What follows belongs to an exercise in optimizing a design on an open flow for a short achievable clock period and few clock cycles; a production flow would make more cautious choices.
In this exercise RTL edits were held to simulation tests only and were not proved equivalent to the original.
Power is estimated from default activity; no workload was simulated.

<file path="flow/config.mk">
export PLATFORM = sky130hd
export DESIGN_NAME = slede8_core
export DESIGN_NICKNAME = slede8_core
export VERILOG_FILES = /design/flow/design.v
export SDC_FILE = /design/flow/constraint.sdc
export NUM_CORES = 4
export LEC_CHECK = 0
export CAP_MARGIN = 20
export CORE_MARGIN = 2
export CORE_UTILIZATION = 40
export SLEW_MARGIN = 20
</file>
<file path="flow/constraint.sdc">
create_clock -name core_clock -period 10.0 [get_ports {clk}]
set_input_delay 2.0000 -clock core_clock [delete_from_list [all_inputs] [get_ports {clk}]]
set_output_delay 2.0000 -clock core_clock [all_outputs]
set_load 0.01 [all_outputs]
</file>
<file path="flow/design.v">
module slede8_alu (
    input  wire [3:0] k,       
    input  wire [7:0] a,
    input  wire [7:0] b,
    output reg  [7:0] y,       
    output reg        cmp      
);
    always @(*) begin
        case (k)
            4'd0: y = a & b;
            4'd1: y = a | b;
            4'd2: y = a ^ b;
            4'd3: y = (b >= 8'd8) ? 8'd0 : (a << b[2:0]);
            4'd4: y = (b >= 8'd8) ? 8'd0 : (a >> b[2:0]);
            4'd5: y = a + b;
            4'd6: y = a - b;
            default: y = 8'd0;
        endcase
        case (k)
            4'd0: cmp = (a == b);
            4'd1: cmp = (a != b);
            4'd2: cmp = (a <  b);
            4'd3: cmp = (a <= b);
            4'd4: cmp = (a >  b);
            4'd5: cmp = (a >= b);
            default: cmp = 1'b0;
        endcase
    end
endmodule
module slede8_core (
    input  wire        clk,
    input  wire        rst,           
    input  wire [15:0] budget,        
    output wire        imem_req,
    output wire [11:0] imem_addr,
    input  wire        imem_ack,
    input  wire [15:0] imem_rdata,
    output wire        dmem_req,
    output wire        dmem_we,
    output wire [11:0] dmem_addr,
    output wire [7:0]  dmem_wdata,
    input  wire        dmem_ack,
    input  wire [7:0]  dmem_rdata,
    input  wire        in_avail,
    input  wire [7:0]  in_data,
    output wire        in_take,
    output wire        out_valid,
    output wire [7:0]  out_data,
    output wire        done,
    output wire [2:0]  fault_code,
    output wire [12:0] pc_out,
    output wire [16:0] tick_out,
    output wire        flag_out,
    output wire [5:0]  depth_out,
    input  wire [3:0]  dbg_addr,
    output wire [7:0]  dbg_data
);
    localparam STACK_DEPTH = 32;
    localparam F_NONE     = 3'd0;
    localparam F_BADCLASS = 3'd1;
    localparam F_BADSUBOP = 3'd2;
    localparam F_NORET    = 3'd3;
    localparam F_RECURSE  = 3'd4;
    localparam F_INPUT    = 3'd5;
    localparam F_BUDGET   = 3'd6;
    localparam F_FETCH    = 3'd7;
    reg        running;
    reg        iv;             
    reg [15:0] ir;
    reg [12:0] fpc;            
    reg [16:0] tick;
    reg [15:0] budget_q;
    reg        okq;            
    reg        flag;
    reg [2:0]  fcause;
    reg [7:0]  regs [0:15];
    reg [12:0] stk  [0:STACK_DEPTH-1];    
    reg [5:0]  depth;
    reg        avail_q;        
    reg        took_q;         
    reg d_stopp, d_seti, d_setr, d_finn, d_last, d_lagr, d_alu, d_les, d_skriv;
    reg d_cmp, d_jmp, d_bhopp, d_tur, d_retur, d_bad, d_tgt_fff;
    reg [2:0] d_bcode;
    wire [3:0]  op   = ir[7:4];
    wire [7:0]  val  = ir[15:8];
    wire [11:0] addr = ir[15:4];
    wire [3:0]  a1   = ir[11:8];
    wire [3:0]  a2   = ir[15:12];
    wire [7:0]  port_a = regs[a1];
    wire [7:0]  port_b = regs[a2];
    wire [11:0] ptr    = {regs[1][3:0], regs[0]};
    wire [7:0] alu_y;
    wire       cmp_y;
    slede8_alu u_alu (.k(op), .a(port_a), .b(port_b), .y(alu_y), .cmp(cmp_y));
    wire [12:0] tos       = stk[0];
    wire        st_empty  = (depth == 6'd0);
    wire        st_full   = depth[5];
    wire        les_wait  = iv && d_les && took_q;
    wire        les_fault = iv && d_les && !took_q && !avail_q;
    wire        f_noret   = iv && d_retur && st_empty;
    wire        f_recurse = iv && d_tur && st_full;
    wire        f_bad     = iv && d_bad;
    wire        term      = iv && (d_stopp || d_bad || (d_retur && st_empty) ||
                                   (d_tur && st_full) || (d_les && !took_q && !avail_q));
    wire        is_mem    = d_last || d_lagr;
    wire        stall     = iv && ((is_mem && !dmem_ack) || (d_les && took_q));
    wire        ex_done   = iv && !term && !stall;           
    wire        adv       = !iv || ex_done;                   
    wire        take_jmp  = iv && (d_jmp || (d_bhopp && flag));
    wire        take_ret  = iv && d_retur;
    wire [12:0] np        = take_jmp ? {1'b0, addr} : (take_ret ? tos : fpc);
    wire        np_ge     = np[12];
    wire        np_fff    = take_jmp ? d_tgt_fff : (np == 13'd4095);
    assign imem_req  = running && !term && !les_wait && !np_ge && okq && !np_fff;
    assign imem_addr = np[11:0];
    wire   acc       = imem_req && imem_ack && adv;           
    assign dmem_req   = running && iv && is_mem;
    assign dmem_we    = d_lagr;
    assign dmem_addr  = ptr;
    assign dmem_wdata = port_a;
    assign in_take   = running && iv && d_les && !took_q && avail_q;
    assign out_valid = running && iv && d_skriv;
    assign out_data  = port_a;
    assign done       = !running || (iv && d_stopp);
    assign fault_code = fcause;
    assign pc_out     = fpc;
    assign tick_out   = tick;
    assign flag_out   = flag;
    assign depth_out  = depth;
    assign dbg_data   = regs[dbg_addr];
    wire        st_lo = iv && d_lagr && (ptr == fpc[11:0]);
    wire        st_hi = iv && d_lagr && (ptr == fpc[11:0] + 12'd1);
    wire [15:0] w     = {st_hi ? port_a : imem_rdata[15:8], st_lo ? port_a : imem_rdata[7:0]};
    wire [3:0]  w_cls = w[3:0];
    wire [3:0]  w_op  = w[7:4];
    reg        rf_we;
    reg [3:0]  rf_wa;
    reg [7:0]  rf_wd;
    always @(*) begin
        rf_we = 1'b0;
        rf_wa = a1;
        rf_wd = 8'd0;
        if (ex_done) begin
            if (d_seti) begin
                rf_we = 1'b1; rf_wa = op; rf_wd = val;
            end else if (d_setr) begin
                rf_we = 1'b1; rf_wa = op; rf_wd = port_a;
            end else if (d_last) begin
                rf_we = 1'b1; rf_wa = a1; rf_wd = dmem_rdata;
            end else if (d_alu) begin
                rf_we = 1'b1; rf_wa = a1; rf_wd = alu_y;
            end else if (d_les) begin
                rf_we = 1'b1; rf_wa = a1; rf_wd = in_data;
            end
        end
    end
    integer i;
    always @(posedge clk) begin
        if (rst) begin
            for (i = 0; i < 16; i = i + 1)
                regs[i] <= 8'd0;
        end else if (ex_done && d_finn) begin
            regs[0] <= addr[7:0];
            regs[1] <= {4'd0, addr[11:8]};
        end else if (rf_we) begin
            regs[rf_wa] <= rf_wd;
        end
    end
    always @(posedge clk) begin
        if (ex_done && d_tur) begin
            stk[0] <= fpc;
            for (i = 1; i < STACK_DEPTH; i = i + 1)
                stk[i] <= stk[i-1];
        end else if (ex_done && d_retur) begin
            for (i = 0; i < STACK_DEPTH - 1; i = i + 1)
                stk[i] <= stk[i+1];
        end
    end
    always @(posedge clk) begin
        budget_q <= budget;
        avail_q  <= in_avail;
        if (rst) begin
            running <= 1'b1;
            iv      <= 1'b0;
            ir      <= 16'd0;
            fpc     <= 13'd0;
            tick    <= 17'd0;
            okq     <= (budget != 16'd0);
            flag    <= 1'b0;
            fcause  <= F_NONE;
            depth   <= 6'd0;
            took_q  <= 1'b0;
            {d_stopp, d_seti, d_setr, d_finn, d_last, d_lagr, d_alu, d_les, d_skriv} <= 9'd0;
            {d_cmp, d_jmp, d_bhopp, d_tur, d_retur, d_bad, d_tgt_fff} <= 7'd0;
            d_bcode <= 3'd0;
        end else begin
            took_q <= in_take;
            if (running) begin
                if (ex_done && d_cmp)
                    flag <= cmp_y;
                if (ex_done && d_tur)
                    depth <= depth + 6'd1;
                if (ex_done && d_retur)
                    depth <= depth - 6'd1;
                if (term) begin
                    running <= 1'b0;
                    if (f_bad)          fcause <= d_bcode;
                    else if (f_noret)   fcause <= F_NORET;
                    else if (f_recurse) fcause <= F_RECURSE;
                    else if (les_fault) fcause <= F_INPUT;
                end else if (adv) begin
                    fpc <= np;
                    iv  <= 1'b0;
                    if (np_ge) begin
                        running <= 1'b0;                    
                    end else if (!okq) begin
                        running <= 1'b0;
                        tick    <= tick + 17'd1;
                        fcause  <= F_BUDGET;
                    end else if (np_fff) begin
                        running <= 1'b0;
                        tick    <= tick + 17'd1;
                        fcause  <= F_FETCH;
                    end else if (imem_ack) begin
                        tick  <= tick + 17'd1;
                        okq   <= ((tick + 17'd1) < {1'b0, budget_q});
                        fpc   <= np + 13'd2;
                        iv    <= 1'b1;
                        ir    <= w;
                        d_stopp <= (w_cls == 4'h0);
                        d_seti  <= (w_cls == 4'h1);
                        d_setr  <= (w_cls == 4'h2);
                        d_finn  <= (w_cls == 4'h3);
                        d_last  <= (w_cls == 4'h4) && (w_op == 4'd0);
                        d_lagr  <= (w_cls == 4'h4) && (w_op == 4'd1);
                        d_alu   <= (w_cls == 4'h5) && (w_op <= 4'd6);
                        d_les   <= (w_cls == 4'h6) && (w_op == 4'd0);
                        d_skriv <= (w_cls == 4'h6) && (w_op == 4'd1);
                        d_cmp   <= (w_cls == 4'h7) && (w_op <= 4'd5);
                        d_jmp   <= (w_cls == 4'h8) || (w_cls == 4'hA);
                        d_bhopp <= (w_cls == 4'h9);
                        d_tur   <= (w_cls == 4'hA);
                        d_retur <= (w_cls == 4'hB);
                        d_bad   <= (w_cls >= 4'hD) ||
                                   ((w_cls == 4'h4) && (w_op >= 4'd2)) ||
                                   ((w_cls == 4'h5) && (w_op >= 4'd7)) ||
                                   ((w_cls == 4'h6) && (w_op >= 4'd2)) ||
                                   ((w_cls == 4'h7) && (w_op >= 4'd6));
                        d_bcode <= (w_cls >= 4'hD) ? F_BADCLASS : F_BADSUBOP;
                        d_tgt_fff <= (w[15:4] == 12'hFFF);
                    end
                end
            end
        end
    end
endmodule
</file>
<file path="flow/run.sh">
#!/bin/bash
# synth_recipe.tcl (not shown) runs the flow's synth.tcl, then flattens the netlist and writes it again
# the make line also repeats each setting of config.mk as NAME=value (left out here)
make -C /OpenROAD-flow-scripts/flow DESIGN_CONFIG=/design/flow/config.mk WORK_HOME=/design/flow/orfs CLKGATE_MAP_FILE= SYNTH_SCRIPT=/design/flow/synth_recipe.tcl finish
</file>
==> run notes <==
Final Cycle Share 0.6899; fmax 0.1449 GHz; status finished clean; Hold WS 0.4490 ns; vias 21811; DR vias/cell 5.877; DR WL/cell about 24 um; Crit Path Category flip-flop to output port; Finished Layout Cells 3711; nets@finish 2689; Setup violations, final 0; total chip power 6.480 mW; Seq/Total Area, Yosys 0.5503; antenna violations before repair 2; Synth cell types just under 80; CTS hold repair buffers 0; Detailed Route WL 89.19 mm; Yosys top cell by area edfxtp_1; Seq cells post-synth 643; Min-Delay Startpoint stk[30][9]; post-route worst setup slack 3.101 ns; RSZ-0062 raised after global routing no; clk_skew 0.02292 ns; DP Cell Count 3579; synthesized area per cell 13.34 um2; area delta synth->final 14.28%; most numerous cell in the Yosys netlist edfxtp_1; Mapped Cells 2496; endpoints failing hold 0; Die Ht 292.5 um; effective utilization at floorplan 0.4049; Reg clk slew, reported paths 0.06 ns; EDFF count, synth 545; Synth area leaders edfxtp_1 (49%), mux2_2 (14%), mux4_2 (6.9%); root buf cell clkbuf_16; PwrDens 170.3 nW/um2; setup TNS 0 ns; Arr. time, crit path 4.90 ns; TritonCTS Buffers 71; number of remaining DRC errors 0; hpwl dp 61.97 mm; synth warn 3; net count after synthesis between 2000 and 3000; post-CTS sizing 0; required time worst endpoint 8.00 ns; Yosys top cell area share 0.4914; Post-CTS Setup Bufs 0; CTS tree yes; cells along the critical path nand2_1, mux2_2, mux2i_1, inv_1, nand3_1, o211a_1, o21ai_0, a211oi_1, clkdlybuf4s50_1; commonest cells in the synthesized netlist edfxtp_1 (545), mux2_2 (422), nand2_1 (162), nor2_1 (146), clkbuf_1 (139); worst stage delay on the critical path 0.74 ns; Crit. Startpoint iv; Overflow after GRT 0; Hold Crit Class flip-flop to flip-flop; DRT iter0 DRCs roughly 2100; max cap viols 0; Crit. End Element output port; first-pass GRT wire length 135.2 mm; Post-Synthesis Cell Area roughly 33000 um2; vias in the first global route 21723; fin. max-slew vios 0; H-tree level count 3; worst vdd ir 0.1420 mV; overall routing resource usage 0.2054; row count 105; asr flop ratio synth 0; core footprint ~82000 um2; Die X 292.5 um; later-pin clock latency in the skew report between 0.6 and 0.7 ns; slowest CP cell dfxtp_1; Clock Sinks ~640; Primary FF master, synth edfxtp_1; share of layout cells above drive strength 1 0.2678; Ports 151; CP Launch Type flip-flop; number of port buffers 150; worst relative slew slack 0.2703; Die Area about 86000 um2; crit-path max FO 19; min Tclk post-route 6.899 ns; routability cong. 0.9400; worst slack, placed around 3.5 ns; largest net degree at the start of global routing 177; P_leak roughly 10 nW; Slew @ Worst Pin 1.095 ns; antenna viol nets, final 0; clk buf depth 3; drt pass-1 iters 5
stage by stage:
step	util	area, um2
4_1_cts	0.4624	38030
2_1_floorplan	-	33300
3_5_place_dp	0.4344	35720
3_3_place_gp	0.4343	35720
6_report	0.4628	38060
5_1_grt	0.4627	38060
placed cells by master, fill, tap and decap left out, drive strengths merged, types with 43 or more instances in the layout:
cell type      instances
nor2                 146
nand2                162
edfxtp               545
mux2                 422
ha                    47
o21ai                 68
inv                   61
nor3                 110
mux2i                 43
clkdlybuf4s50        148
dfxtp                 98
clkbuf                91
a21oi                 69
mux4                 107
registers in the layout (all words and copies together), names as in the netlist, 2 cells and up, named ones only:
name / cells
ir: 12
d_bcode: 2
regs: 128
fcause: 3
stk: 416
budget_q: 16
fpc: 13
depth: 6
tick: 17
path summary, 6_finish.rpt:
check | endpoint | slack (ns) | cells after the start
max | imem_req | 3.10 | 9
min | stk[31][9] | 0.45 | 0
max reg2reg | regs[12][7] | 4.16 | 14
min reg2reg | stk[31][9] | 0.45 | 0
kinds of logic (layout without fill, tap and decap cells):
kind of cell | count (synthesis) | in the layout | share of synthesized area
compound gates | 352 | 352 | 0.07285
xor+xnor | 55 | 55 | 0.01446
fa+ha+maj | 50 | 50 | 0.01946
buf+inv | 233 | 377 | 0.02870
flops | 643 | 643 | 0.5503
mux | 572 | 572 | 0.2285
other cells | 0 | 1 | 0
simple gates | 591 | 591 | 0.08563
critical path, delay by kind of cell, from the launching register on:
family / cells / cell delay (ns)
compound gates: 3 / 1.05
simple gates: 2 / 1.00
mux: 2 / 0.71
flops: 1 / 0.74
buf+inv: 2 / 0.80
final cells by class:
class	count	area [um2]
Clock buffer	91	1967
Sequential cell	643	18330
Antenna cell	1	2.502
Tap cell	1070	1339
Multi-Input combinational cell	1620	14080
Inverter	61	229.0
Timing Repair Buffer	185	1777
Fill cell	7275	44180
Clock inverter	40	336.6
layer usage:
metal / GRT usage / wire, um / vias up
li1: - / - / 9833
met1: 0.2680 / 36530 / 10913
met2: 0.3228 / 41040 / 865
met3: 0.05403 / 7873 / 198
met4: 0.08993 / 3732 / 2
met5: 0 / 10 / -
where the power goes:
part,internal (mW),switching [mW]
clock,1.48,1.09
combinational,0.355,0.549
sequential,2.92,0.0822
total,4.76,1.72
Testbench counts, summed over its fixed seeds: cycles 22,498.

## afterwards: timing with drivers on the ports
No port has a modelled driver above. Below, the same layout with a new extraction and two added sets of constraints. Step 1 assumes that a clkbuf_16 drives the clock port and a buf_2 every other input. Step 2 moves the port delays by t, midway between the first and last clock arrival at a register: inputs arrive t later, outputs are due t later. That takes back most of the time a late clock gives input paths. Slacks: ideal / step 1 / step 2; pairs: ideal / step 1.
t, ns: 0.673
setup WS [ns]: 3.101 / 3.038 / 3.681
latest minus earliest clock arrival (ns): 0.029 / 0.029
pins driven straight from the clock port: 1
After both steps this run still meets setup and hold. For this run, drivers alone change the setup slack by -0.063 ns; drivers and shift together by +0.580 ns.
